What follows belongs to an exercise in optimizing a design on an open flow for small area, a short achievable clock period and few clock cycles per item; a production flow would make more cautious choices. Where RTL was checked, it was by simulation tests only, not by an equivalence proof against the original. Only the layout flow was run in run 3; the RTL was not checked for function there. No activity file was given, so power comes from the tool's default toggle rates.

==> flow/design.v <==
module csum8_table (
    input  wire [7:0] idx,
    output wire [7:0] val
);
    assign val[0] = idx[2] ^ idx[4] ^ idx[5];
    assign val[1] = idx[0] ^ idx[3] ^ idx[5] ^ idx[6];
    assign val[2] = idx[0] ^ idx[1] ^ idx[4] ^ idx[6] ^ idx[7];
    assign val[3] = idx[0] ^ idx[1] ^ idx[4] ^ idx[7];
    assign val[4] = idx[0] ^ idx[1] ^ idx[4];
    assign val[5] = idx[1] ^ idx[2] ^ idx[5];
    assign val[6] = idx[0] ^ idx[2] ^ idx[3] ^ idx[6];
    assign val[7] = idx[1] ^ idx[3] ^ idx[4] ^ idx[7];
endmodule
module cobs_enc (
    input  wire       clk,
    input  wire       rst,           
    input  wire       in_valid,
    output wire       in_ready,
    input  wire [7:0] in_data,
    input  wire       in_last,       
    input  wire       in_empty,      
    input  wire       in_pre,        
    input  wire       in_cs,         
    output reg        out_valid,
    input  wire       out_ready,
    output reg  [7:0] out_data,
    output reg        out_last       
);
    localparam [7:0] SEED = 8'h55;
    localparam integer PD = 4;       
    localparam integer ED = 4;       
    reg  [7:0] mem [0:63];
    reg  [6:0] wp, wp1, rp;          
    wire       room1 = !(wp[6] != rp[6] && wp[5:0] == rp[5:0]);
    wire       room2 = room1 && !(wp1[6] != rp[6] && wp1[5:0] == rp[5:0]);
    reg        h_v, h_nz, h_last, h_empty, h_pre, h_cs;
    reg  [7:0] h_data;
    reg        s_v, s_nz, s_last, s_empty, s_pre, s_cs;
    reg  [7:0] s_data;
    assign in_ready = !s_v;
    wire accept = in_valid && !s_v;
    wire [12:0] in_beat = {in_data != 8'h00, in_last, in_empty, in_pre, in_cs, in_data};
    reg        in_frame;    
    reg        cs_cyc;      
    reg        fin;         
    reg        open;        
    reg  [6:0] osa;         
    reg  [5:0] n;
    reg  [1:0] k;
    reg        kn;          
    reg        k2;          
    reg  [7:0] crc;
    reg        crc_nz;
    reg        p_v;         
    reg  [5:0] p_a;
    reg  [7:0] p_d;
    reg  [PD-1:0] pf, pfv;           
    reg  [6:0]    ef [0:ED-1];       
    reg  [ED-1:0] efv;
    wire       tv     = cs_cyc || h_v;
    wire [7:0] tb     = cs_cyc ? crc : h_data;
    wire       t_nz   = cs_cyc ? crc_nz : h_nz;
    wire       first  = !cs_cyc && !in_frame;
    wire       t_data = cs_cyc || !h_empty;
    wire       ob     = open && !first;
    wire       t_lit  = t_data && t_nz;
    wire       t_split = t_lit && ob && kn;
    wire       t_new   = t_data && (!ob || t_split);      
    wire       t_zclose = t_data && !t_nz && ob && k2;
    wire       t_end  = cs_cyc || (h_last && !h_cs);
    wire       need2  = t_lit && t_new;
    wire       need1  = t_lit || t_new;
    wire       t_room = need2 ? room2 : (need1 ? room1 : 1'b1);
    wire       fin_go = fin && !efv[ED-1];
    wire       fin_r  = fin_go && open;
    wire       split_r = tv && t_split && !fin;
    wire       consume = tv && t_room && (!fin || fin_go) &&
                         !(first && pfv[PD-1]) &&
                         !(p_v && t_lit && (t_split || fin_r));
    wire       h_take  = consume && !cs_cyc;
    wire       zc_r   = consume && t_zclose;
    wire       res    = split_r || zc_r || fin_r;
    wire [7:0] res_d  = zc_r ? {2'd3, n} : {k, n};
    wire [5:0] lit_a  = t_new ? wp1[5:0] : wp[5:0];
    wire       lit_p  = tv && t_lit && !(p_v && (t_split || fin_r));
    wire       lit_ok = need2 ? room2 : room1;
    wire [5:0] wa     = lit_p ? lit_a : (p_v ? p_a : osa[5:0]);
    wire [7:0] wd     = lit_p ? tb : (p_v ? p_d : res_d);
    wire       we     = lit_p ? lit_ok : (p_v || res);
    wire       w1     = consume && t_data && (t_new != t_nz);
    wire       w2     = consume && t_data && t_new && t_nz;
    wire [7:0] in_crc = (first ? SEED : crc) ^ h_data;
    wire [7:0] crc_next;
    csum8_table u_table (.idx(in_crc), .val(crc_next));
    wire       p_read;      
    wire       pf_pop, ef_pop;
    reg        w_v;
    reg  [5:0] w_a;
    reg  [7:0] w_d;
    always @(posedge clk) begin
        if (rst)
            w_v <= 1'b0;
        else
            w_v <= we;
        w_a <= wa;
        w_d <= wd;
        if (w_v)
            mem[w_a] <= w_d;
    end
    integer i;
    always @(posedge clk) begin
        for (i = 0; i < PD; i = i + 1)
            if (pf_pop ? (i == PD - 1 || !pfv[i + 1]) : !pfv[i])
                pf[i] <= h_pre;
            else if (pf_pop)
                pf[i] <= pf[(i + 1) % PD];
        for (i = 0; i < ED; i = i + 1)
            if (ef_pop ? (i == ED - 1 || !efv[i + 1]) : !efv[i])
                ef[i] <= wp;
            else if (ef_pop)
                ef[i] <= ef[(i + 1) % ED];
    end
    wire pf_push = consume && first;
    always @(posedge clk) begin
        if (rst) begin
            pfv <= {PD{1'b0}};
            efv <= {ED{1'b0}};
        end else begin
            if (pf_push && !pf_pop)
                pfv <= {pfv[PD-2:0], 1'b1};
            else if (pf_pop && !pf_push)
                pfv <= {1'b0, pfv[PD-1:1]};
            if (fin_go && !ef_pop)
                efv <= {efv[ED-2:0], 1'b1};
            else if (ef_pop && !fin_go)
                efv <= {1'b0, efv[ED-1:1]};
        end
    end
    always @(posedge clk) begin
        if (rst) begin
            h_v      <= 1'b0;
            s_v      <= 1'b0;
            in_frame <= 1'b0;
            cs_cyc   <= 1'b0;
            fin      <= 1'b0;
            open     <= 1'b0;
            p_v      <= 1'b0;
            wp       <= 7'd0;
            wp1      <= 7'd1;
        end else begin
            if (!h_v || h_take) begin
                if (s_v) begin
                    h_v <= 1'b1;
                    {h_nz, h_last, h_empty, h_pre, h_cs, h_data} <=
                        {s_nz, s_last, s_empty, s_pre, s_cs, s_data};
                end else begin
                    h_v <= accept;
                    {h_nz, h_last, h_empty, h_pre, h_cs, h_data} <= in_beat;
                end
                s_v <= s_v && accept;
                if (accept)
                    {s_nz, s_last, s_empty, s_pre, s_cs, s_data} <= in_beat;
            end else if (accept) begin
                s_v <= 1'b1;
                {s_nz, s_last, s_empty, s_pre, s_cs, s_data} <= in_beat;
            end
            if (p_read)
                p_v <= res && (lit_p || p_v);
            else
                p_v <= res ? (lit_p || p_v) : (p_v && lit_p);
            if (res) begin
                p_a <= osa[5:0];
                p_d <= res_d;
            end
            if (w2) begin
                wp  <= wp + 7'd2;
                wp1 <= wp1 + 7'd2;
            end else if (w1) begin
                wp  <= wp1;
                wp1 <= wp1 + 7'd1;
            end
            if (fin_go) begin
                fin  <= 1'b0;
                open <= 1'b0;
            end
            if (split_r)
                open <= 1'b0;
            if (consume) begin
                if (cs_cyc)
                    cs_cyc <= 1'b0;
                else begin
                    in_frame <= !h_last;
                    crc      <= h_empty ? SEED : crc_next;
                    crc_nz   <= h_empty ? 1'b1 : (crc_next != 8'h00);
                    if (h_last && h_cs)
                        cs_cyc <= 1'b1;
                end
                if (t_end)
                    fin <= 1'b1;
                if (t_data) begin
                    if (t_new) begin
                        open <= 1'b1;
                        osa  <= wp;
                        n    <= t_nz ? 6'd1 : 6'd0;
                        k    <= t_nz ? 2'd0 : 2'd1;
                        kn   <= !t_nz;
                        k2   <= 1'b0;
                    end else if (t_nz) begin
                        n  <= n + 6'd1;
                        kn <= n == 6'd62;
                    end else if (t_zclose) begin
                        open <= 1'b0;
                    end else begin
                        k  <= k + 2'd1;
                        kn <= 1'b1;
                        k2 <= k == 2'd1;
                    end
                end
            end
        end
    end
    reg        o_body;      
    reg  [5:0] lits;        
    reg        lits_nz;     
    wire [6:0] cp      = open ? osa : wp;      
    wire       advance = !out_valid || out_ready;
    wire       byp     = p_v && p_a == rp[5:0];
    wire       w_hit   = w_v && w_a == rp[5:0];
    wire [7:0] rd      = w_hit ? w_d : (byp ? p_d : mem[rp[5:0]]);
    wire       st_pre  = !o_body && pfv[0] && pf[0];
    wire       body    = o_body || (pfv[0] && !pf[0]);
    wire       at_end  = efv[0] && rp == ef[0];
    wire       e_lit   = body && lits_nz;
    wire       e_term  = body && !lits_nz && at_end;
    wire       e_code  = body && !lits_nz && !at_end && rp != cp;
    wire       e_v     = st_pre || e_lit || e_term || e_code;
    assign p_read = advance && e_code && byp;
    assign pf_pop = advance && !o_body && pfv[0];
    assign ef_pop = advance && e_term;
    always @(posedge clk) begin
        if (rst) begin
            out_valid <= 1'b0;
            o_body    <= 1'b0;
            lits_nz   <= 1'b0;
            rp        <= 7'd0;
        end else if (advance) begin
            out_valid <= e_v;
            out_data  <= (e_lit || e_code) ? rd : 8'h00;
            out_last  <= e_term;
            if (!o_body && pfv[0])
                o_body <= 1'b1;
            if (e_lit) begin
                lits    <= lits - 6'd1;
                lits_nz <= lits != 6'd1;
            end
            if (e_code) begin
                lits    <= rd[5:0];
                lits_nz <= rd[5:0] != 6'd0;
            end
            if (e_lit || e_code)
                rp <= rp + 7'd1;
            if (e_term)
                o_body <= 1'b0;
        end
    end
endmodule
==> flow/flow/run.sh <==
#!/bin/bash
# Layout flow: the standard flow (standard.sh, unchanged synthesis) with
# a tighter setup target for the repair steps, resizing not held to the
# original cell footprint, and port buffers from a faster buffer cell.
set -euo pipefail
bash standard.sh \
    SETUP_SLACK_MARGIN=5.2 \
    MATCH_CELL_FOOTPRINT=0 \
    "BUFFER_PORTS_ARGS=-buffer_cell sky130_fd_sc_hd__buf_4" \
    finish > standard_flow.log 2>&1
==> flow/standard.sh <==
#!/bin/bash
# synth_recipe.tcl (not shown) runs the flow's synth.tcl, then flattens the netlist and writes it again
# the make line also repeats each setting of config.mk as NAME=value (left out here)
make -C /OpenROAD-flow-scripts/flow DESIGN_CONFIG=/design/flow/config.mk WORK_HOME=/design/flow/orfs CLKGATE_MAP_FILE= SYNTH_SCRIPT=/design/flow/synth_recipe.tcl "${@:-finish}"
==> flow/config.mk <==
export PLATFORM = sky130hd
export DESIGN_NAME = cobs_enc
export DESIGN_NICKNAME = cobs_enc
export VERILOG_FILES = /design/flow/design.v
export SDC_FILE = /design/flow/constraint.sdc
export NUM_CORES = 4
export LEC_CHECK = 0
export CAP_MARGIN = 20
export CORE_MARGIN = 2
export CORE_UTILIZATION = 40
export CTS_BUF_LIST = sky130_fd_sc_hd__clkbuf_16
export CTS_CLUSTER_DIAMETER = 80
export CTS_CLUSTER_SIZE = 20
export SLEW_MARGIN = 20
==> flow/constraint.sdc <==
create_clock -name core_clock -period 8.0 [get_ports {clk}]
set_input_delay 1.6000 -clock core_clock [delete_from_list [all_inputs] [get_ports {clk}]]
set_output_delay 1.6000 -clock core_clock [all_outputs]
set_load 0.01 [all_outputs]
==> reports/results.ini, run 1 <==
[timing]
max_freq_mhz = 350
fin_crit_ns = 2.86
clock-skew-final_ns = 0.0237
setup_viol = 0
slew_viol_final = 0
max_slew.worst_pin.slew_ns = 1.15
rsz0062_at_grt = true
finalCritPeriodShare_pct = 35.7
final_hold_viol_count = 0
tns_ns = 0
relSlewSlack_pct = 23.0

[critical_path]
cp_num_buf_inv = 1
worstPathCellList = buf_6
crit_arrival_ns = 1.26
cp_top_family = flip-flops
crit_required_ns = 6.40
worstSetupStartpointType = flop
rrSetupSlack_ns = 5.17
cp_max_fo = 1
path_class = reg -> out
worst_path_max_delay_cell = edfxtp_1
cp-end-kind = primary output
crit_path_max_incr_delay_ns = 0.50

[grt]
grt_pass1_wl_mm = 105
antenna_found_initial = 2
grt.total_usage_pct = 19.0
first_global_vias = 15800
grt_max_degree = 66
overflow = 0

[clock_tree]
clock-root-buffer = clkbuf_16
cts_sinks = 685
clk_latency_ns = 0.60
cts_buffers = 40
htree_levels = 2
cts_tree = yes
cts.hold.buffers_added = 0
clkSlewWorstSetupHoldPaths_ns = 0.08
cts_buffer_depth = 3

[yosys]
synth-edff-count = 625
ys.flop_type = edfxtp_1
synthCells = 1755
async_reset_ff_share_pct = 0
syn_nets = 1784
ys_ff_latch = 685
synth-seq-area-share_pct = 69.5
avgSynthCellArea_um2 = 16.4
syn-cell-area_um2 = 28700
ys_types = 74
yosysWarnings = 4

[final_layout]
utilization_pct = 45.2
fillers = 6159
layout-drive-gt1-share_pct = 23.5
instances_no_fill = 2775
nets = 1831
area_growth_pct = 12.3
num_antenna_cells = 0

[route]
via_per_inst = 5.73
drt-initial-drc-count = 1591
antenna_left = 0
vias = 15900
routed_wirelength_mm = 70.8
post-route-drc-count = 0
first_pass_iters = 5
wl_per_cell_um = 25.5

[floorplanning]
start_util_pct = 40.3
ios = 27
rows = 98
core_area_um2 = 71400
fp.dieArea_um2 = 74000
die_x_um = 272
fp.dieH_um = 272

[power_and_ir_drop]
ir_worst_vdd_mv = 0.177
leakage_nw = 10.2
power_density_nw_per_um2 = 211
finalPower_mw = 6.83

[outcome]
status = finished clean

[placement]
dpl.cell_count = 2649
dp_hpwl_mm = 43.0
globalplace.congestion = 0.876
io_buffers = 26

[min_path]
hold_path_class = reg -> reg

[run]
maxCapViolations = 0

## final timing paths
path	startpoint	end	cells past startpoint
max reg2reg	flop	lits_nz$_SDFFE_PP0P_	10
min reg2reg	osa[1]$_DFFE_PP_	p_a[1]$_DFFE_PP_	0
max	out_data[0]$_SDFFCE_PP0P_	out_data[0]	1
min	osa[1]$_DFFE_PP_	p_a[1]$_DFFE_PP_	0
## final cells by class
class	count	area (µm²)	share of cell area [%]
inverter	21	95.1	0.295
multi-input combinational	942	8530	26.4
clock inverter	23	103	0.318
tap	950	1190	3.68
timing repair buffer	112	1290	4.01
clock buffer	42	1050	3.26
sequential	685	20000	62.0
## cell usage in the layout, fill, tap and decap left out, types with 9 or more instances in the layout
cell       count
edfxtp_1     625
nor2_1       146
mux4_2       125
nand2_1       85
buf_4         71
a21oi_1       62
clkbuf_16     51
mux2i_1       46
xor2_1        41
xnor2_1       41
mux2_2        40
inv_1         35
nor2b_1       33
o21ai_0       31
dfxtp_1       31
nand3_1       29
dfxtp_2       24
a211oi_1      19
nand4_1       16
buf_6         14
nor3_1        13
ha_1          12
buf_12        12
nand2b_1      11
a31oi_1       11
nor4_1         9
## kinds of logic (layout without fill, tap and decap cells)
kind of cell / count (synthesis) / count (layout) / synth area share (%)
flip-flops: 685 / 685 / 69.5
AND/OR/NAND/NOR: 417 / 417 / 6.96
multiplexers: 224 / 224 / 13.6
XOR/XNOR: 83 / 83 / 2.58
AO/OA/AOI/OAI: 205 / 205 / 4.63
adder cells (fa/ha/maj): 13 / 13 / 0.566
buffers and inverters: 128 / 198 / 2.16
## metrics by stage
stage               area [µm²]  hold WS (ns)  worst slack, ns
floorplan                28900         0.403             5.03
global placement         29900         0.487             4.35
detailed placement       29900         0.487             4.24
CTS                      31900         0.506             5.11
global route             32300         0.524             5.11
finish                   32300         0.507             5.14
## cell usage after synthesis (all sizes together) (12+ instances only)
| cell | count | area, µm² |
|---|---|---|
| edfxtp | 625 | 18800 |
| nor2 | 153 | 574 |
| mux4 | 127 | 2880 |
| nand2 | 88 | 333 |
| clkbuf | 71 | 270 |
| a21oi | 65 | 325 |
| dfxtp | 60 | 1200 |
| mux2i | 50 | 508 |
| mux2 | 47 | 529 |
| xnor2 | 41 | 359 |
| xor2 | 41 | 359 |
| o21ai | 40 | 204 |
| buf | 36 | 273 |
| nor2b | 35 | 219 |
| nand3 | 30 | 150 |
| inv | 21 | 78.8 |
| nor3 | 21 | 110 |
| a211oi | 20 | 155 |
| nand4 | 16 | 100 |
| ha | 13 | 163 |
| nand2b | 12 | 75.1 |
| nor4 | 12 | 75.1 |
## registers in the layout, summed over array words and instances, names as in the netlist, 6 cells and up, named ones only
| signal | count |
|---|---|
| p_d | 8 |
| mem | 512 |
| h_data | 8 |
| w_a | 6 |
| rp | 7 |
| wp1 | 7 |
| out_data | 8 |
| lits | 6 |
| osa | 7 |
| w_d | 8 |
| ef | 28 |
| wp | 7 |
| p_a | 6 |
| s_data | 8 |
| n | 6 |
| crc | 8 |
## power by group
part           switching [mW]  total (mW)  internal (mW)  leakage [nW]
Clock                    1.14        2.10          0.953         0.629
Sequential             0.0676        4.07           4.01          6.24
Combinational           0.377       0.655          0.278          3.30
Total                    1.59        6.83           5.24          10.2
## metal layers
metal / global-route usage [%] / routed length (µm)
met1: 26.9 / 30600
met2: 30.7 / 33900
met3: 3.06 / 4510
met4: 4.93 / 1760
met5: 0 / 22
## repair_timing
| action | 4_1_cts | 5_1_grt |
|---|---|---|
| resized for setup | 84 | 35 |
| pin swaps | 7 | 12 |
| gates cloned | 13 | 0 |
| buffers inserted | 27 | 21 |
| endpoints found under the setup margin | 146 | 93 |
Testbench counts, summed over its fixed seeds: cycles 22,869, bytes 21,605.
==> run 2, diff against run 1 <==
--- a/flow/config.mk
+++ b/flow/config.mk
@@ -9,3 +9,3 @@
 export CORE_MARGIN = 2
-export CORE_UTILIZATION = 40
+export CORE_UTILIZATION = 50
 export CTS_BUF_LIST = sky130_fd_sc_hd__clkbuf_16
==> run 2 against run 1 <==
Compared with the run above:
- cell count is 7.5% lower
- clock skew is 0.0015 ns lower
- power is 0.14% lower
- clock-buffer cell count stayed put
- synthesized cell count stayed put
- synthesized area stayed put
- maximum frequency is 1.2% lower
==> reports/results.ini, run 2 <==
[outcome]
status = finished clean

[final_layout]
area_growth_pct = 10.9
largest_reg_flops = 512  ; unchanged
instances_no_fill = 2567  ; -7.5%
design_area_um2 = 31900  ; -1.3%
num_antenna_cells = 0  ; unchanged
mostFrequentLayoutCells = 625 x edfxtp_1, 141 x nor2_1, 122 x mux4_2
utilization_pct = 56.3  ; +11 points
nets = 1823  ; -0.44%
seq_area_um2 = 20000  ; about the same
top_register = mem
final_common_cell = edfxtp_1
fillers = 4429  ; -28%
reg.largest.list = mem: 512 flops, ef: 28 flops
layout-drive-gt1-share_pct = 22.5  ; -0.92 points
multi_input_area_um2 = 8520  ; about the same

[floorplanning]
fp.dieArea_um2 = 59400  ; -20%
fp.dieH_um = 244  ; -10%
die_x_um = 244  ; -10%
core_area_um2 = 56600  ; -21%
ios = 27  ; unchanged
rows = 87  ; -11%
start_util_pct = 50.8  ; +11 points

[critical_path]
worst_path_max_delay_cell = mux4_2
path_common_cell = mux4_2
cp_max_fo = 8  ; +7
crit_arrival_ns = 3.22  ; +1.96 ns
worstSetupStartpointType = flop
path_class = reg -> reg
cp-end-kind = flop
crit_path_max_incr_delay_ns = 0.53  ; +0.03 ns
worstPathCellList = buf_12, buf_16, mux4_2, mux4_2, mux4_2, mux2i_1, a211oi_1
crit_required_ns = 8.33  ; +1.93 ns

[yosys]
yosysWarnings = 4  ; unchanged
ys.flop_type = edfxtp_1
synth-edff-count = 625  ; unchanged
synth_top_cell_by_area = edfxtp_1
yosys-top-cells-area = edfxtp_1 65%, mux4_2 9.6%, dfxtp_1 4.2%, nor2_1 2.0%, mux2_2 1.8%
synthCells = 1755  ; unchanged
synth_top_area_share_pct = 65.3  ; unchanged
synth_most_common_cell = edfxtp_1
ys_ff_latch = 685  ; unchanged
avgSynthCellArea_um2 = 16.4  ; unchanged
synth-seq-area-share_pct = 69.5  ; unchanged
ys_top_cells_by_count = 625 x edfxtp_1, 153 x nor2_1, 122 x mux4_2
ys_types = 74  ; unchanged
syn-cell-area_um2 = 28700  ; unchanged
async_reset_ff_share_pct = 0  ; unchanged
syn_nets = 1784  ; unchanged

[route]
antenna_left = 0  ; unchanged
routed_wirelength_mm = 71.2  ; +0.64%
via_per_inst = 6.15  ; +7.4%
vias = 15800  ; -0.66%
drt-initial-drc-count = 1739  ; +9.3%
wl_per_cell_um = 27.7  ; +8.8%
post-route-drc-count = 0  ; unchanged
first_pass_iters = 5  ; unchanged

[placement]
place_ws_ns = 4.11  ; -0.130 ns
globalplace.congestion = 0.817  ; -6.7%
dpl.cell_count = 2452  ; -7.4%
dp_hpwl_mm = 42.8  ; -0.53%
io_buffers = 26  ; unchanged
post_dp_cell_area_um2 = 29700  ; -0.91%

[timing]
slew_viol_final = 0  ; unchanged
rsz0062_at_grt = true
setup_viol = 0  ; unchanged
final_hold_viol_count = 0  ; unchanged
tns_ns = 0  ; unchanged
clock-skew-final_ns = 0.0222  ; -0.00150 ns
max_slew.worst_pin.slew_ns = 1.14  ; -0.00878 ns
max_freq_mhz = 346  ; -1.2%
fin_crit_ns = 2.89  ; +0.0352 ns
relSlewSlack_pct = 23.6  ; +0.59 points
finalCritPeriodShare_pct = 36.2  ; +0.44 points
setup_ws_ns = 5.11  ; -0.0352 ns

[clock_tree]
htree_levels = 2  ; unchanged
cts_buffer_depth = 3  ; unchanged
cts_sinks = 685  ; unchanged
cts_tree = yes
clk_latency_ns = 0.60  ; about the same
cts_buffers = 40  ; unchanged
clkSlewWorstSetupHoldPaths_ns = 0.09  ; about the same
clock-root-buffer = clkbuf_16

[grt]
grt_max_degree = 66  ; unchanged
grt_pass1_wl_mm = 105  ; +0.40%
antenna_found_initial = 3  ; +1
overflow = 0  ; unchanged
grt.total_usage_pct = 24.1  ; +5.1 points
first_global_vias = 15600  ; -0.88%

[min_path]
hold_path_class = reg -> reg

[run]
maxCapViolations = 0  ; unchanged

[power_and_ir_drop]
power_density_nw_per_um2 = 214  ; +1.1%
leakage_nw = 10.1  ; -0.99%
ir_worst_vdd_mv = 0.205  ; +16%

-- run 2: worst paths after layout --
path         slack [ns]        startpoint                   endpoint  cells past startpoint
min reg2reg        0.51  osa[0]$_DFFE_PP_           p_a[0]$_DFFE_PP_                      0
min                0.51  osa[0]$_DFFE_PP_           p_a[0]$_DFFE_PP_                      0
max                5.11              flop  out_data[6]$_SDFFCE_PP0P_                      7
max reg2reg        5.11              flop  out_data[6]$_SDFFCE_PP0P_                      7
-- run 2: critical path: cells and delay by family, from the launching register on --
kind | cells | cell delay (ns)
buf+inv | 2 | 0.36
flops | 1 | 0.43
mux | 4 | 1.73
compound gates | 1 | 0.09
-- run 2: kinds of logic after synthesis --
family | count (synthesis) | share of synthesized area (%)
AND/OR/NAND/NOR | 417 | 6.96
adder cells (fa/ha/maj) | 13 | 0.566
buffers and inverters | 128 | 2.16
multiplexers | 224 | 13.6
flip-flops | 685 | 69.5
XOR/XNOR | 83 | 2.58
AO/OA/AOI/OAI | 205 | 4.63
-- run 2: report_power, final --
part	total, mW	internal, mW	switching [mW]
registers	4.07	4.01	0.0631
logic	0.655	0.271	0.384
clock network	2.09	0.952	1.14
total	6.82	5.23	1.59
-- run 2: layer usage --
metal	part of all wire, %	global-route usage, %
met2	48	38.6
met4	2.1	5.90
met3	6.6	3.69
met5	0	0
met1	44	35.0
-- run 2: timing repair --
item                                    in CTS  in global routing
buffers inserted                            25                 19
pin swaps                                    7                 16
cloned                                      11                  1
endpoints found under the setup margin     153                 88
resized for setup                           63                 39
hold buffers                                 0                  0
-- run 2: cell type report --
cell class / count / area share (%)
Timing Repair Buffer: 104 / 3.65
Sequential cell: 685 / 62.8
Multi-Input combinational cell: 942 / 26.7
Tap cell: 756 / 2.97
Clock inverter: 17 / 0.255
Clock buffer: 42 / 3.30
Inverter: 21 / 0.298
-- run 2: stage by stage --
| stage | hold slack, ns | power [mW] |
|---|---|---|
| 2_1_floorplan | 0.403 | 4.53 |
| 3_3_place_gp | 0.485 | 4.69 |
| 3_5_place_dp | 0.491 | 4.70 |
| 4_1_cts | 0.512 | 6.82 |
| 5_1_grt | 0.530 | 7.03 |
| 6_report | 0.514 | 6.82 |
==> run 3, diff against run 2 <==
--- a/flow/design.v
+++ b/flow/design.v
@@ -223,3 +223,3 @@
     reg  [5:0] lits;        
-    reg        lits_nz;     
+    wire       lits_nz = lits != 6'd0;
     wire [6:0] cp      = open ? osa : wp;      
@@ -243,3 +243,3 @@
             o_body    <= 1'b0;
-            lits_nz   <= 1'b0;
+            lits      <= 6'd0;
             rp        <= 7'd0;
@@ -251,10 +251,6 @@
                 o_body <= 1'b1;
-            if (e_lit) begin
-                lits    <= lits - 6'd1;
-                lits_nz <= lits != 6'd1;
-            end
-            if (e_code) begin
-                lits    <= rd[5:0];
-                lits_nz <= rd[5:0] != 6'd0;
-            end
+            if (e_lit)
+                lits <= lits - 6'd1;
+            if (e_code)
+                lits <= rd[5:0];
             if (e_lit || e_code)
--- a/flow/config.mk
+++ b/flow/config.mk
@@ -9,3 +9,3 @@
 export CORE_MARGIN = 2
-export CORE_UTILIZATION = 50
+export CORE_UTILIZATION = 40
 export CTS_BUF_LIST = sky130_fd_sc_hd__clkbuf_16
==> run 3 against run 2 <==
Compared with the run above:
- sequential power is essentially flat
- largest power group unchanged
- global-route usage shrank 4.7 points
- clock skew grew 0.010 ns
- clock power grew 3%
- still clean
==> reports/results.ini, run 3 <==
[floorplanning]
die_x_um = 272  ; +12%
core_area_um2 = 71400  ; +26%
rows = 98  ; +13%
fp.dieArea_um2 = 74000  ; +25%
ios = 27  ; unchanged
fp.dieH_um = 272  ; +12%
start_util_pct = 40.3  ; -11 points

[final_layout]
fillers = 6251  ; +41%
utilization_pct = 45.6  ; -11 points
multi_input_area_um2 = 8850  ; +3.8%
top_register = mem
instances_no_fill = 2788  ; +8.6%
largest_reg_flops = 512  ; unchanged
mostFrequentLayoutCells = 619 x edfxtp_1, 142 x nor2_1, 124 x mux4_2
reg.largest.list = mem: 512 flops, ef: 28 flops
nets = 1843  ; +1.1%
final_common_cell = edfxtp_1
num_antenna_cells = 0  ; unchanged
seq_area_um2 = 19900  ; -0.36%
layout-drive-gt1-share_pct = 25.4  ; +2.8 points
area_growth_pct = 13.2

[grt]
overflow = 0  ; unchanged
antenna_found_initial = 0  ; -3
grt.total_usage_pct = 19.4  ; -4.7 points
first_global_vias = 15800  ; +0.92%
grt_max_degree = 66  ; unchanged
grt_pass1_wl_mm = 107  ; +1.2%

[timing]
fin_crit_ns = 2.94  ; +0.0488 ns
finalCritPeriodShare_pct = 36.8  ; +0.61 points
max_slew.worst_pin.slew_ns = 1.18  ; +0.0422 ns
clock-skew-final_ns = 0.0322  ; +0.00997 ns
setup_viol = 0  ; unchanged
rsz0062_at_grt = true
final_hold_viol_count = 0  ; unchanged
relSlewSlack_pct = 20.8  ; -2.8 points
tns_ns = 0  ; unchanged
setup_ws_ns = 5.06  ; -0.0488 ns
slew_viol_final = 0  ; unchanged
max_freq_mhz = 340  ; -1.7%

[critical_path]
crit_arrival_ns = 1.34  ; -1.88 ns
crit_required_ns = 6.40  ; -1.93 ns
cp-end-kind = primary output
worstSetupStartpointType = flop
crit_path_max_incr_delay_ns = 0.54  ; about the same
worstPathCellList = buf_6
cp_top_family = flip-flops
path_class = reg -> out
cp_num_buf_inv = 1  ; -1
worst_path_max_delay_cell = edfxtp_1
crit_start = out_data[2]$_SDFFCE_PP0P_
cp_max_fo = 1  ; -7

[power_and_ir_drop]
power_density_nw_per_um2 = 217  ; +1.6%
leakage_nw = 10.1  ; +0.35%
ir_worst_vdd_mv = 0.184  ; -10%

[route]
vias = 16000  ; +1.5%
post-route-drc-count = 0  ; unchanged
first_pass_iters = 6  ; +1
antenna_left = 0  ; unchanged
via_per_inst = 5.75  ; -6.6%
routed_wirelength_mm = 72.3  ; +1.5%
drt-initial-drc-count = 1867  ; +7.4%
wl_per_cell_um = 25.9  ; -6.6%

[clock_tree]
cts_sinks = 684  ; -0.15%
clkSlewWorstSetupHoldPaths_ns = 0.09  ; about the same
cts.hold.buffers_added = 0  ; unchanged
cts_buffers = 41  ; +2.5%
clock-root-buffer = clkbuf_16
clk_latency_ns = 0.61  ; about the same
cts_buffer_depth = 3  ; unchanged
cts_tree = yes
htree_levels = 2  ; unchanged

[yosys]
avgSynthCellArea_um2 = 16.3  ; -0.52%
yosys-top-cells-area = edfxtp_1 65%, mux4_2 9.7%, dfxtp_1 4.5%, mux2_2 2.6%, nor2_1 2.0%
synth_most_common_cell = edfxtp_1
synth_top_area_share_pct = 64.7  ; -0.62 points
synth_top_cell_by_area = edfxtp_1
ys.flop_type = edfxtp_1
ys_ff_latch = 684  ; -0.15%
ys_top_cells_by_count = 619 x edfxtp_1, 154 x nor2_1, 124 x mux4_2
yosysWarnings = 4  ; unchanged
syn-cell-area_um2 = 28700  ; about the same
synthCells = 1764  ; +0.51%
async_reset_ff_share_pct = 0  ; unchanged
synth-seq-area-share_pct = 69.2  ; -0.27 points
syn_nets = 1792  ; +0.45%
ys_types = 70  ; -5.4%
synth-edff-count = 619  ; -0.96%

[outcome]
status = finished clean

[placement]
dpl.cell_count = 2656  ; +8.3%
io_buffers = 26  ; unchanged
globalplace.congestion = 0.821  ; +0.51%
dp_hpwl_mm = 42.5  ; -0.55%
place_ws_ns = 3.85  ; -0.265 ns

[min_path]
hold_start = osa[4]$_DFFE_PP_
hold_path_class = reg -> reg

[run]
maxCapViolations = 0  ; unchanged

==> run 3: final cells by class <==
type	count	area share, %
multi-input combinational	959	27.2
clock inverter	24	0.442
tap	950	3.65
inverter	19	0.231
timing repair buffer	110	3.90
clock buffer	42	3.23
sequential	684	61.3
==> run 3: kinds of logic after synthesis <==
logic type,after synthesis,synth area share (%)
buffers and inverters,121,1.77
and+or+nand+nor,431,7.39
adders and majority gates,12,0.522
xor gates and xnor gates,82,2.55
AOI/OAI and AO/OA,200,4.62
muxes,234,13.9
DFF,684,69.2
==> run 3: repair_timing <==
item	in CTS	in global routing
endpoints found under the setup margin	189	133
pin swaps	12	14
buffers inserted	33	23
gates cloned	6	3
gates resized for setup	96	40
==> run 3: routing by layer <==
layer	share of wire [%]	wire length (µm)	vias to the layer above	global-route usage [%]
li1	-	-	6998	-
met1	43	31200	8342	27.2
met2	48	35000	578	32.0
met3	5.9	4280	112	2.51
met4	2.5	1800	0	4.99
met5	0	0	-	0
==> run 3: path summary, 6_finish.rpt <==
path,endpoint,slack (ns),depth (start not counted)
worst max-delay path,out_data[2],5.06,1
worst min register to register,p_a[4]$_DFFE_PP_,0.48,0
worst min-delay path,p_a[4]$_DFFE_PP_,0.48,0
worst max register to register,out_data[3]$_SDFFCE_PP0P_,5.19,10
==> run 3: power by group <==
| group | leakage [nW] | switching (mW) | internal, mW |
|---|---|---|---|
| clock | 0.649 | 1.19 | 0.968 |
| combinational | 3.23 | 0.455 | 0.366 |
| sequential | 6.23 | 0.0874 | 4.00 |
==> run 3: metrics by stage <==
step / hold WS (ns) / cell area, µm² / power (mW)
2_1_floorplan: 0.406 / 28900 / 4.62
3_3_place_gp: 0.476 / 29900 / 4.81
3_5_place_dp: 0.483 / 30000 / 4.82
4_1_cts: 0.493 / 32100 / 7.05
5_1_grt: 0.515 / 32500 / 7.28
6_report: 0.484 / 32500 / 7.07
==> run 4, diff against run 3 <==
--- a/flow/design.v
+++ b/flow/design.v
@@ -223,3 +223,3 @@
     reg  [5:0] lits;        
-    wire       lits_nz = lits != 6'd0;
+    reg        lits_nz;     
     wire [6:0] cp      = open ? osa : wp;      
@@ -243,3 +243,3 @@
             o_body    <= 1'b0;
-            lits      <= 6'd0;
+            lits_nz   <= 1'b0;
             rp        <= 7'd0;
@@ -251,6 +251,10 @@
                 o_body <= 1'b1;
-            if (e_lit)
-                lits <= lits - 6'd1;
-            if (e_code)
-                lits <= rd[5:0];
+            if (e_lit) begin
+                lits    <= lits - 6'd1;
+                lits_nz <= lits != 6'd1;
+            end
+            if (e_code) begin
+                lits    <= rd[5:0];
+                lits_nz <= rd[5:0] != 6'd0;
+            end
             if (e_lit || e_code)
==> flow/run.sh (new file) <==
#!/bin/bash
# synth_recipe.tcl (not shown) runs the flow's synth.tcl, then flattens the netlist and writes it again
# the make line also repeats each setting of config.mk as NAME=value (left out here)
make -C /OpenROAD-flow-scripts/flow DESIGN_CONFIG=/design/flow/config.mk WORK_HOME=/design/flow/orfs CLKGATE_MAP_FILE= SYNTH_SCRIPT=/design/flow/synth_recipe.tcl finish
--- a/flow/config.mk
+++ b/flow/config.mk
@@ -13,2 +13,3 @@
 export CTS_CLUSTER_SIZE = 20
+export SETUP_SLACK_MARGIN = 5
 export SLEW_MARGIN = 20
removed: flow/flow/run.sh
removed: flow/standard.sh
==> run 4 against run 3 <==
Compared with the run above:
- maximum frequency fell by 0.66%
- non-clock buffer count fell by 28
- clock power fell by 4%
- synthesized cell count fell by 0.51%
- combinational power fell by 31%
==> reports/results.ini, run 4 <==
[yosys]
synth_top_area_share_pct = 65.3  ; +0.62 points
syn_nets = 1784  ; -0.45%
async_reset_ff_share_pct = 0  ; unchanged
synth_top_cell_by_area = edfxtp_1
avgSynthCellArea_um2 = 16.4  ; +0.53%
ys_ff_latch = 685  ; +0.15%
yosysWarnings = 4  ; unchanged
ys_top_cells_by_count = 625 x edfxtp_1, 153 x nor2_1, 122 x mux4_2
ys.flop_type = edfxtp_1
ys_types = 74  ; +5.7%
synth_most_common_cell = edfxtp_1
yosys-top-cells-area = edfxtp_1 65%, mux4_2 9.6%, dfxtp_1 4.2%, nor2_1 2.0%, mux2_2 1.8%
syn-cell-area_um2 = 28700  ; about the same
synthCells = 1755  ; -0.51%
synth-seq-area-share_pct = 69.5  ; +0.27 points
synth-edff-count = 625  ; +0.97%

[placement]
post_dp_cell_area_um2 = 29900  ; -0.24%
globalplace.congestion = 0.866  ; +5.5%
io_buffers = 26  ; unchanged
place_ws_ns = 3.97  ; +0.120 ns
dpl.cell_count = 2649  ; -0.26%
dp_hpwl_mm = 42.8  ; +0.55%

[critical_path]
worst_path_max_delay_cell = edfxtp_1
reg2regPathDepth = 8  ; -2
cp_num_buf_inv = 1  ; unchanged
crit_path_max_incr_delay_ns = 0.48  ; -0.06 ns
crit_required_ns = 6.40  ; about the same
path_class = reg -> out
cp-end-kind = primary output
worstPathCellList = clkdlybuf4s15_1
rrSetupSlack_ns = 5.04  ; -0.15 ns
worstSetupStartpointType = flop
worstReg2RegEnd = lits[1]$_DFFE_PP_
crit_arrival_ns = 1.36  ; +0.02 ns
cp_max_fo = 1  ; unchanged
cp_top_family = flip-flops

[final_layout]
area_growth_pct = 9.97
nets = 1801  ; -2.3%
utilization_pct = 44.3  ; -1.3 points
instances_no_fill = 2747  ; -1.5%
top_register = mem
final_common_cell = edfxtp_1
num_antenna_cells = 0  ; unchanged
reg.largest.list = mem: 512 flops, ef: 28 flops
design_area_um2 = 31600  ; -2.8%
layout-drive-gt1-share_pct = 18.5  ; -6.8 points
mostFrequentLayoutCells = 625 x edfxtp_1, 148 x nor2_1, 122 x mux4_2
largest_reg_flops = 512  ; unchanged

[clock_tree]
clock-root-buffer = clkbuf_16
htree_levels = 2  ; unchanged
cts_sinks = 685  ; +0.15%
clk_latency_ns = 0.60  ; about the same
cts_buffers = 40  ; -2.4%
cts_buffer_depth = 3  ; unchanged
clkSlewWorstSetupHoldPaths_ns = 0.09  ; about the same
cts_tree = yes

[grt]
grt.total_usage_pct = 18.5  ; -0.86 points
first_global_vias = 15600  ; -1.0%
overflow = 0  ; unchanged
grt_max_degree = 66  ; unchanged
antenna_found_initial = 1  ; +1
grt_pass1_wl_mm = 103  ; -3.8%

[min_path]
hold_path_class = reg -> reg
whs_path_depth = 0  ; unchanged
hold_start = osa[0]$_DFFE_PP_
whs_endpoint = p_a[0]$_DFFE_PP_

[route]
met2WireLength_mm = 33.1  ; -5.4%
first_pass_iters = 8  ; +2
wl_met1_mm = 29.5  ; -5.5%
routed.top_layer = met4
drt-initial-drc-count = 1559  ; -16%
via_per_inst = 5.67  ; -1.3%
antenna_left = 0  ; unchanged
dr_wl_met3_mm = 3.77  ; -12%
vias = 15600  ; -2.8%
wl_per_cell_um = 24.9  ; -3.9%
post-route-drc-count = 0  ; unchanged
routed_wirelength_mm = 68.5  ; -5.3%

[timing]
tns_ns = 0  ; unchanged
slew_viol_final = 0  ; unchanged
final_hold_viol_count = 0  ; unchanged
rsz0062_at_grt = true
setup_ws_ns = 5.04  ; -0.0194 ns
relSlewSlack_pct = 27.5  ; +6.7 points
clock-skew-final_ns = 0.0202  ; -0.0120 ns
finalCritPeriodShare_pct = 37.0  ; +0.24 points
hold_ws_ns = 0.506  ; +0.0218 ns
max_slew.worst_pin.slew_ns = 1.08  ; -0.0998 ns
fin_crit_ns = 2.96  ; +0.0194 ns
setup_viol = 0  ; unchanged
max_freq_mhz = 338  ; -0.66%

[outcome]
status = finished clean

[power_and_ir_drop]
finalPower_mw = 6.73  ; -4.8%
power_density_nw_per_um2 = 213  ; -2.0%
ir_worst_vdd_mv = 0.162  ; -12%
leakage_nw = 9.87  ; -2.4%

[floorplanning]
core_area_um2 = 71400  ; unchanged
fp.dieH_um = 272  ; about the same
start_util_pct = 40.3  ; about the same
rows = 98  ; unchanged
ios = 27  ; unchanged
die_x_um = 272  ; about the same
fp.dieArea_um2 = 74000  ; about the same

[run]
maxCapViolations = 0  ; unchanged

## run 4: changes by cell type after synthesis, moves of 8 or more
cell,change
mux2i_1,+8
buf_1,-12
buf_2,-13
nor3_1,-8
clkbuf_1,+20
xor2_1,+13
xnor2_1,-12
a21oi_1,+16
a211oi_1,-8
mux2_2,-20
a2111oi_0,-8
a221oi_1,+10
o22ai_1,-11
## run 4: worst register-to-register path, stage by stage (launching register included)
cell      delay (ns)
dfxtp_4         0.46
buf_4           0.21
buf_16          0.28
mux4_2          0.59
and3_1          0.21
a21oi_1         0.15
a21oi_1         0.14
a211oi_2        0.52
mux2i_1         0.14
## run 4: what timing repair did
action | CTS | global route
gates cloned | 1 | 1
hold buffers | 0 | 0
setup buffers | 20 | 8
pin swaps | 2 | 3
gates resized for setup | 63 | 15
setup endpoints to repair | 146 | 64
## run 4: per-layer routing
metal | GRT usage (%) | vias to the layer above
met3 | 2.49 | 110
li1 | - | 6870
met2 | 30.3 | 512
met4 | 5.67 | 0
met1 | 25.8 | 8096
met5 | 0 | -
## run 4: how the worst max path moves through the flow
stage	from	endpoint	slack, ns	cells past startpoint
global placement	flop	lits[1]$_DFFE_PP_	3.93	8
finish	out_data[0]$_SDFFCE_PP0P_	out_data[0]	5.04	1
CTS	out_ready	ef[2][0]$_DFFE_PP_	4.99	5
detailed placement	cs_cyc$_SDFFE_PP0N_	osa[6]$_DFFE_PP_	3.97	7
global route	flop	lits_nz$_SDFFE_PP0P_	4.97	10
floorplan	rst	crc[0]$_SDFFCE_PP1P_	5.00	4
## run 4: cell families (layout without fill, tap and decap cells)
group	count (synthesis)	count (layout)	share of synthesized area, %
DFF	685	685	69.5
and+or+nand+nor	417	417	6.96
muxes	224	224	13.6
AOI/OAI and AO/OA	205	205	4.63
buffers and inverters	128	170	2.16
xor gates and xnor gates	83	83	2.58
adders and majority gates	13	13	0.566
## run 4: final cells by class
| cell class | instances | area [µm²] |
|---|---|---|
| timing repair buffer | 82 | 856 |
| inverter | 21 | 88.8 |
| clock buffer | 41 | 1030 |
| clock inverter | 26 | 118 |
| multi-input combinational | 942 | 8320 |
| sequential | 685 | 20000 |
| fill | 6236 | 39800 |
| tap | 950 | 1190 |
## run 4: power by group
| part | leakage [nW] | internal (mW) | switching, mW |
|---|---|---|---|
| clock network | 0.636 | 0.937 | 1.14 |
| logic | 3.00 | 0.232 | 0.334 |
| registers | 6.23 | 4.00 | 0.0782 |
| total | 9.87 | 5.17 | 1.55 |
Testbench counts of run 4, summed over its fixed seeds: cycles 22,869, bytes 21,605.

-- static timing again, ports no longer ideal --
Ports are ideal in the flow. The routed layouts listed here were re-timed in OpenROAD. Step 1, drivers: a clkbuf_16 drives clk and a buf_2 each remaining input, both assumed. Step 2 also shifts input and output timing later by t, the mid clock arrival at the registers, as if the neighbouring blocks saw the same clock. Slacks: ideal ports / drivers / drivers and shift; pairs: ideal ports / drivers.
run | shift t [ns] | setup slack, ns | worst data-port slew with drivers (ns)
run 1 | 0.651 | 5.142 / 5.078 / 4.821 | 0.05
run 2 | 0.647 | 5.107 / 5.107 / 4.810 | 0.03
run 3 | 0.655 | 5.058 / 4.999 / 4.606 | 0.04
run 4 | 0.655 | 5.039 / 4.972 / 4.440 | 0.04
After both steps setup and hold are still met in every run listed. The setup slack of run 4, which loses most, moves by -0.067 ns with the drivers and by -0.599 ns with both steps.
